What follows belongs to an exercise in optimizing a design on an open flow for small area, a short achievable clock period and few clock cycles per item; a production flow would make more cautious choices.
The RTL was checked by simulation tests, not by an equivalence proof against the original design.
Power and IR drop assume default switching activity.

Design esp3_codec, start of the top module:
module esp3_codec (
    input  wire        clk,
    input  wire        rst,
    input  wire        teach_en,
    input  wire [31:0] local_addr,
    input  wire        in_valid,
    input  wire [7:0]  in_data,
    output reg         in_ready,
    output reg         res_valid,
    input  wire        res_ready,
    output wire [1:0]  res_status,
    output reg  [1:0]  res_tag,
    output wire [7:0]  res_type,
    output wire [15:0] res_dlen,
    output wire [7:0]  res_olen,
    output wire [63:0] res_head,
    output wire [31:0] res_sender,
    output wire [7:0]  res_rstatus,
    output wire [31:0] res_dest,
    output reg         res_resp,
    output reg         tx_valid,
    input  wire        tx_ready,
    output reg  [7:0]  tx_data,
    output reg         tx_last
);
Size: about 920 cells after synthesis, roughly 290 flip-flops, roughly 230 I/O pins, roughly 13000 um2 of cells after synthesis.
export LEC_CHECK = 0
export CAP_MARGIN = 20
export CORE_MARGIN = 2
export CORE_UTILIZATION = 50
export SETUP_SLACK_MARGIN = 4.2
export SLEW_MARGIN = 20
export TNS_END_PERCENT = 5
export BUFFER_PORTS_ARGS = -buffer_cell sky130_fd_sc_hd__buf_1
export CTS_ARGS = -sink_clustering_enable -repair_clock_nets -dont_use_dummy_load -buf_list sky130_fd_sc_hd__clkbuf_8 -root_buf sky130_fd_sc_hd__clkbuf_16 -tree_buf sky130_fd_sc_hd__clkbuf_16 -sink_clustering_size 16 -sink_clustering_max_diameter 50
create_clock -name core_clock -period 6.5 [get_ports {clk}]
standard.sh (not shown) runs the stock make flow with config.mk's settings and CLKGATE_MAP_FILE= SYNTH_SCRIPT=/design/flow/synth_recipe.tcl, a recipe that flattens the netlist after the stock synthesis.
==> flow/flow/run.sh <==
#!/bin/bash
# The standard layout (the standard.sh, standard synthesis included)
# with two changes to how the layout is made:
#  - each port gets a sky130_fd_sc_hd__buf_1 buffer; the standard flow's
#    buffer_ports picks the clkdlybuf4s50_1 delay cell, which is larger and
#    slower;
#  - clock tree synthesis adds no dummy load cells and builds the tree
#    from clkbuf_16 cells at the root and branches and clkbuf_8 cells at the
#    leaves, in clusters of at most 16 sinks.
# make's full output goes to standard.log; ORFS keeps each step's own log
# under orfs/logs/.
set -euo pipefail
cat >> config.mk <<'EOT'
export BUFFER_PORTS_ARGS = -buffer_cell sky130_fd_sc_hd__buf_1
export CTS_ARGS = -sink_clustering_enable -repair_clock_nets -dont_use_dummy_load -buf_list sky130_fd_sc_hd__clkbuf_8 -root_buf sky130_fd_sc_hd__clkbuf_16 -tree_buf sky130_fd_sc_hd__clkbuf_16 -sink_clustering_size 16 -sink_clustering_max_diameter 50
EOT
bash standard.sh > standard.log 2>&1
The first run went through all stages and came out clean.
Testbench counts at the start, summed over its fixed seeds: cycles 56,415, bytes 55,529.
Rerun with:
- CORE_UTILIZATION: 50 -> 40
Global-route usage fell by 5.2 points.
Worst hold slack got worse by 0.019 ns.
Via count fell by 0.91%.
Fmax rose by 0.99%.
Rerun with:
==> flow/flow/run.sh (replaced) <==
#!/bin/bash
# The standard layout (the standard.sh, standard synthesis included)
# with two changes to how the layout is made:
#  - each port gets a sky130_fd_sc_hd__buf_1 buffer; the standard flow's
#    buffer_ports picks the clkdlybuf4s50_1 delay cell, which is larger and
#    slower;
#  - clock tree synthesis adds no dummy load cells and builds the tree
#    from clkbuf_8 cells, in clusters of at most 16 sinks.
# make's full output goes to standard.log; ORFS keeps each step's own log
# under orfs/logs/.
set -euo pipefail
cat >> config.mk <<'EOT'
export BUFFER_PORTS_ARGS = -buffer_cell sky130_fd_sc_hd__buf_1
export CTS_ARGS = -sink_clustering_enable -repair_clock_nets -dont_use_dummy_load -buf_list sky130_fd_sc_hd__clkbuf_8 -sink_clustering_size 16 -sink_clustering_max_diameter 50
EOT
bash standard.sh > standard.log 2>&1
- CTS_ARGS: -sink_clustering_enable -repair_clock_nets -dont_use_dummy_load -buf_list sky130_fd_sc_hd__clkbuf_8 -root_buf sky130_fd_sc_hd__clkbuf_16 -tree_buf sky130_fd_sc_hd__clkbuf_16 -sink_clustering_size 16 -sink_clustering_max_diameter 50 -> -sink_clustering_enable -repair_clock_nets -dont_use_dummy_load -buf_list sky130_fd_sc_hd__clkbuf_8 -sink_clustering_size 16 -sink_clustering_max_diameter 50
- SETUP_SLACK_MARGIN: 4.2 -> 4.0
- TNS_END_PERCENT: 5 -> default
Result: The new run finished clean; worst hold slack gets worse by 0.027 ns; worst setup slack got worse by 0.067 ns; core utilization is higher by 2.7 points; wire length increases by 2.8%; synthesized cell count is unchanged; power is lower by 0.88%; global-route usage came out higher by 0.71 points; combinational power barely changes; sequential share of layout area drops by 2.9 points.


esp3_codec again, from the RTL that the note above started with.
==> flow/config.mk <==
export PLATFORM = sky130hd
export DESIGN_NAME = esp3_codec
export DESIGN_NICKNAME = esp3_codec
export VERILOG_FILES = /design/flow/design.v
export SDC_FILE = /design/flow/constraint.sdc
export NUM_CORES = 4
export LEC_CHECK = 0
export CAP_MARGIN = 20
export CORE_MARGIN = 2
export CORE_UTILIZATION = 40
export SETUP_SLACK_MARGIN = 4.2
export SLEW_MARGIN = 20
export TNS_END_PERCENT = 5
export BUFFER_PORTS_ARGS = -buffer_cell sky130_fd_sc_hd__buf_1
export CTS_ARGS = -sink_clustering_enable -repair_clock_nets -dont_use_dummy_load -buf_list sky130_fd_sc_hd__clkbuf_8 -sink_clustering_size 16 -sink_clustering_max_diameter 50
==> flow/constraint.sdc <==
create_clock -name core_clock -period 6.5 [get_ports {clk}]
set_input_delay 1.3000 -clock core_clock [delete_from_list [all_inputs] [get_ports {clk}]]
set_output_delay 1.3000 -clock core_clock [all_outputs]
set_load 0.01 [all_outputs]
==> flow/flow/run.sh <==
#!/bin/bash
# The standard layout (the standard.sh, standard synthesis included)
# with two changes to how the layout is made:
#  - each port gets a sky130_fd_sc_hd__buf_1 buffer; the standard flow's
#    buffer_ports picks the clkdlybuf4s50_1 delay cell, which is larger and
#    slower;
#  - clock tree synthesis adds no dummy load cells and builds the tree
#    from clkbuf_8 cells, in clusters of at most 16 sinks.
# make's full output goes to standard.log; ORFS keeps each step's own log
# under orfs/logs/.
set -euo pipefail
cat >> config.mk <<'EOT'
export BUFFER_PORTS_ARGS = -buffer_cell sky130_fd_sc_hd__buf_1
export CTS_ARGS = -sink_clustering_enable -repair_clock_nets -dont_use_dummy_load -buf_list sky130_fd_sc_hd__clkbuf_8 -sink_clustering_size 16 -sink_clustering_max_diameter 50
EOT
bash standard.sh > standard.log 2>&1
Testbench counts at the start, summed over its fixed seeds: cycles 56,415, bytes 55,529.
Next try:
--- a/flow/flow/run.sh
+++ b/flow/flow/run.sh
@@ -7,3 +7,4 @@
 #  - clock tree synthesis adds no dummy load cells and builds the tree
-#    from clkbuf_8 cells, in clusters of at most 16 sinks.
+#    from clkbuf_16 cells at the root and branches and clkbuf_8 cells at the
+#    leaves, in clusters of at most 12 sinks.
 # make's full output goes to standard.log; ORFS keeps each step's own log
@@ -13,3 +14,3 @@
 export BUFFER_PORTS_ARGS = -buffer_cell sky130_fd_sc_hd__buf_1
-export CTS_ARGS = -sink_clustering_enable -repair_clock_nets -dont_use_dummy_load -buf_list sky130_fd_sc_hd__clkbuf_8 -sink_clustering_size 16 -sink_clustering_max_diameter 50
+export CTS_ARGS = -sink_clustering_enable -repair_clock_nets -dont_use_dummy_load -buf_list sky130_fd_sc_hd__clkbuf_8 -root_buf sky130_fd_sc_hd__clkbuf_16 -tree_buf sky130_fd_sc_hd__clkbuf_16 -sink_clustering_size 12 -sink_clustering_max_diameter 40
 EOT
Settings changed: CTS_ARGS -sink_clustering_enable -repair_clock_nets -dont_use_dummy_load -buf_list sky130_fd_sc_hd__clkbuf_8 -sink_clustering_size 16 -sink_clustering_max_diameter 50 to -sink_clustering_enable -repair_clock_nets -dont_use_dummy_load -buf_list sky130_fd_sc_hd__clkbuf_8 -root_buf sky130_fd_sc_hd__clkbuf_16 -tree_buf sky130_fd_sc_hd__clkbuf_16 -sink_clustering_size 12 -sink_clustering_max_diameter 40.
Result:
- routed wire length went up by 2.6%
- fmax rises by 1.3%
- first-iteration DRC count went down by 0.37%
Next try:
--- a/flow/flow/run.sh
+++ b/flow/flow/run.sh
@@ -8,3 +8,3 @@
 #    from clkbuf_16 cells at the root and branches and clkbuf_8 cells at the
-#    leaves, in clusters of at most 12 sinks.
+#    leaves, in clusters of at most 16 sinks.
 # make's full output goes to standard.log; ORFS keeps each step's own log
@@ -14,3 +14,3 @@
 export BUFFER_PORTS_ARGS = -buffer_cell sky130_fd_sc_hd__buf_1
-export CTS_ARGS = -sink_clustering_enable -repair_clock_nets -dont_use_dummy_load -buf_list sky130_fd_sc_hd__clkbuf_8 -root_buf sky130_fd_sc_hd__clkbuf_16 -tree_buf sky130_fd_sc_hd__clkbuf_16 -sink_clustering_size 12 -sink_clustering_max_diameter 40
+export CTS_ARGS = -sink_clustering_enable -repair_clock_nets -dont_use_dummy_load -buf_list sky130_fd_sc_hd__clkbuf_8 -root_buf sky130_fd_sc_hd__clkbuf_16 -tree_buf sky130_fd_sc_hd__clkbuf_16 -sink_clustering_size 16 -sink_clustering_max_diameter 50
 EOT
Settings changed: CTS_ARGS -sink_clustering_enable -repair_clock_nets -dont_use_dummy_load -buf_list sky130_fd_sc_hd__clkbuf_8 -root_buf sky130_fd_sc_hd__clkbuf_16 -tree_buf sky130_fd_sc_hd__clkbuf_16 -sink_clustering_size 12 -sink_clustering_max_diameter 40 to -sink_clustering_enable -repair_clock_nets -dont_use_dummy_load -buf_list sky130_fd_sc_hd__clkbuf_8 -root_buf sky130_fd_sc_hd__clkbuf_16 -tree_buf sky130_fd_sc_hd__clkbuf_16 -sink_clustering_size 16 -sink_clustering_max_diameter 50, SETUP_SLACK_MARGIN 4.2 to 4.35, TNS_END_PERCENT 5 to 3.
=> The new run finished clean; final area fell by about 1.2%; count of clock-buffer cells in the layout fell by 13; wire length fell by about 0.8%; global-route usage fell by 0.48 points; hold slack is worse by 12 ps; area after synthesis stays the same; sequential cell count is unchanged; critical path depth is unchanged.

## static timing again, ports no longer ideal
No port has a modelled driver above. Below, the same layouts with a new extraction and two added sets of constraints.
Step 1: set_driving_cell puts a clkbuf_16 on clk and a buf_2 on each other input, an assumption about the parent block.
Step 2 also shifts input and output timing later by t, the mid clock arrival at the registers, as if the neighbouring blocks saw the same clock.
Three values: ideal ports, drivers, drivers and shift; two values: the first two.
run | t (ns) | setup WS [ns] | hold WS [ns]
the first run of note 1 | 0.518 | 3.914 / 3.900 / 3.381 | 0.482 / 0.482 / 0.482
the second run of note 1 | 0.550 | 3.940 / 3.933 / 3.441 | 0.463 / 0.463 / 0.463
the third run of note 1 | 0.644 | 3.873 / 3.830 / 3.312 | 0.436 / 0.436 / 0.436
the first run of note 2 | 0.621 | 3.896 / 3.851 / 3.336 | 0.438 / 0.438 / 0.438
the second run of note 2 | 0.540 | 3.929 / 3.929 / 3.444 | 0.477 / 0.477 / 0.477
the third run of note 2 | 0.550 | 3.945 / 3.931 / 3.434 | 0.465 / 0.465 / 0.465
After both steps setup and hold are still met in every run listed. The setup slack of the third run of note 1, which loses most, moves by -0.043 ns with the drivers and by -0.561 ns with both steps.
